Context: an optimization exercise on an open-source flow, tuned for small area, a short achievable clock period and few clock cycles per item. The choices shown serve that exercise and are no tape-out recipe.
Power and IR drop assume default switching activity.

// spi_i2c_ctrl
module spi_i2c_ctrl #(
    parameter [23:0] CORE_CLOCK_HZ = 24'd16000000    
) (
    input             clk,
    input             rst,
    input             cmd_valid,
    input      [31:0] cmd,
    output            cmd_ready,
    output reg        rsp_valid,
    output      [7:0] result_code,
    output reg  [7:0] result_value,
    output reg [15:0] ci,
    output            faulted,
    output      [1:0] fault_cause,
    output     [31:0] fault_cmd,
    output            wait_spi,
    output            wait_twi,
    output            wait_settle,
    output reg        cs_drive,
    output reg        cs_level,
    output reg        evt_pindir,
    output reg  [7:0] spcr,
    output      [7:0] spsr,
    output reg  [7:0] spdr_tx,
    output reg  [7:0] spdr_rx,
    output      [7:0] twcr,
    output      [7:0] twsr,
    output reg  [7:0] twbr,
    output      [7:0] twar,
    output reg  [7:0] twdr,
    output reg        spi_pending,
    output reg  [1:0] twi_pending,
    input             spi_step,
    input       [7:0] spi_step_byte,
    input             twi_step,
    input       [4:0] twi_step_status,
    input       [7:0] twi_step_byte,
    input             twi_settle,
    input       [4:0] twi_settle_status
);
Size in the first run: about 1,500 cells after synthesis, roughly 170 flip-flops.
export LEC_CHECK = 0
export ABC_AREA = 1
export CAP_MARGIN = 20
export CORE_MARGIN = 2
export CORE_UTILIZATION = 40
export CTS_BUF_LIST = sky130_fd_sc_hd__clkbuf_8
export SETUP_SLACK_MARGIN = 3.5
export SLEW_MARGIN = 20
create_clock -name core_clock -period 8.0 [get_ports {clk}]
standard.sh (not shown) runs the stock make flow with config.mk's settings and CLKGATE_MAP_FILE= SYNTH_SCRIPT=/design/flow/synth_recipe.tcl, a recipe that flattens the netlist after the stock synthesis.
==> flow/flow/run.sh <==
#!/bin/bash
set -euo pipefail
export BUFFER_PORTS_ARGS="-buffer_cell sky130_fd_sc_hd__buf_1"
export ADDER_MAP_FILE=
bash standard.sh > standard.log 2>&1
The first run produced a clean layout.
Then changed:
==> flow/flow/run.sh (replaced) <==
#!/bin/bash
set -euo pipefail
export BUFFER_PORTS_ARGS="-buffer_cell sky130_fd_sc_hd__buf_1"
bash standard.sh > standard.log 2>&1
CORE_UTILIZATION = 65   (was 40)
The new run finished with timing, DRC and antenna clean.
Sequential share of layout area came out higher by 1.5 points.
Critical path depth came out higher by 3.
Die area came out lower by about 40%.
Global-route usage came out higher by 11 points.
Worst setup slack is worse by 0.21 ns.
Via count came out lower by about 5%.
Synthesized cell count came out lower by 9.8%.
Core utilization came out higher by 28 points.
Hold slack is worse by 0.0076 ns.
Power came out higher by about 6%.
Non-clock buffer count came out higher by 3.
Then changed:
==> flow/flow/run.sh (replaced) <==
#!/bin/bash
set -euo pipefail
export BUFFER_PORTS_ARGS="-buffer_cell sky130_fd_sc_hd__buf_1"
export ADDER_MAP_FILE=
bash standard.sh > standard.log 2>&1
ABC_AREA = unset   (was 1)
CORE_UTILIZATION = 40   (was 65)
=> Global-route usage falls by 12 points; setup slack is worse by 0.20 ns; clock power is higher by 12%; cell count came out lower by 11%; non-clock buffer count climbs by 10; sequential power falls by 5.2%; register-to-register slack loses 0.41 ns.
Then changed:
==> flow/flow/run.sh (replaced) <==
#!/bin/bash
set -euo pipefail
export BUFFER_PORTS_ARGS="-buffer_cell sky130_fd_sc_hd__buf_1"
bash standard.sh > standard.log 2>&1
ABC_AREA = 1   (was unset)
The changed run went through all stages and came out clean. Routed wire length went up by 4.4%. Count of clock-buffer cells in the layout fell by 2. Area after synthesis goes up by 5.8%.
No run of this note included a check of the RTL's function; only the layout flow was run.

* * *

spi_i2c_ctrl, a different RTL version from the one above (not shown whole).
Size: ~1000 cells after synthesis, roughly 170 flip-flops, about 210 I/O pins.
clock: 8.0 ns
lec_check: 0
cap_margin: 20
core_margin: 2
core_utilization: 40
cts_buf_list: sky130_fd_sc_hd__clkbuf_8
setup_slack_margin: 4.0
slew_margin: 20
==> flow/flow/run.sh <==
#!/bin/bash
set -euo pipefail
export BUFFER_PORTS_ARGS="-buffer_cell sky130_fd_sc_hd__buf_1"
bash standard.sh > standard.log 2>&1
Then changed:
- SETUP_SLACK_MARGIN: 4.0 -> 4.2
After rerunning: Power came out higher by a few percent. Clock skew goes down by 0.0044 ns. Routed wire length went up slightly. Worst setup slack improves by 0.20 ns.
Then changed:
- SETUP_SLACK_MARGIN: 4.2 -> 4.4
Via count rises slightly; global-route usage rises by 0.30 points; non-clock buffer count rises by 14; count of clock-buffer cells in the layout stays the same; wire length rises slightly; worst setup slack gets better by 0.11 ns; sequential power stays flat.
No run of this note included a check of the RTL's function; only the layout flow was run.

==> separate check: timing with driven ports <==
The flow's constraints put no driver on any port. The routed layouts listed below were extracted and timed again, unchanged, in two steps.
Step 1: set_driving_cell puts a clkbuf_16 on clk and a buf_2 on each other input, an assumption about the parent block.
Step 2 moves the port delays by t, midway between the first and last clock arrival at a register: inputs arrive t later, outputs are due t later. That takes back most of the time a late clock gives input paths.
a / b / c = ideal ports / drivers / drivers and shift; a / b = the first two.
| run | t (ns) | slack for setup (ns) | clock arrival spread, ns | slew at the worst register clock pin (ns) | pins driven straight from the clock port |
|---|---|---|---|---|---|
| the first run of note 1 | 0.538 | 4.102 / 4.118 / 3.580 | 0.022 / 0.023 | 0.12 / 0.12 | 1 |
| the second run of note 1 | 0.510 | 3.887 / 3.903 / 3.393 | 0.012 / 0.011 | 0.09 / 0.09 | 1 |
| the third run of note 1 | 0.512 | 3.682 / 3.704 / 3.192 | 0.018 / 0.018 | 0.10 / 0.10 | 1 |
| the fourth run of note 1 | 0.512 | 3.877 / 3.896 / 3.384 | 0.020 / 0.020 | 0.11 / 0.11 | 1 |
| the first run of note 2 | 0.517 | 3.944 / 3.962 / 3.445 | 0.020 / 0.020 | 0.11 / 0.11 | 1 |
| the second run of note 2 | 0.514 | 4.140 / 4.118 / 3.604 | 0.017 / 0.017 | 0.10 / 0.10 | 1 |
| the third run of note 2 | 0.520 | 4.252 / 4.240 / 3.720 | 0.021 / 0.022 | 0.11 / 0.11 | 1 |
After both steps every run listed still meets setup and hold. The setup slack of the second run of note 2, which loses most, moves by -0.022 ns with the drivers and by -0.536 ns with both steps.
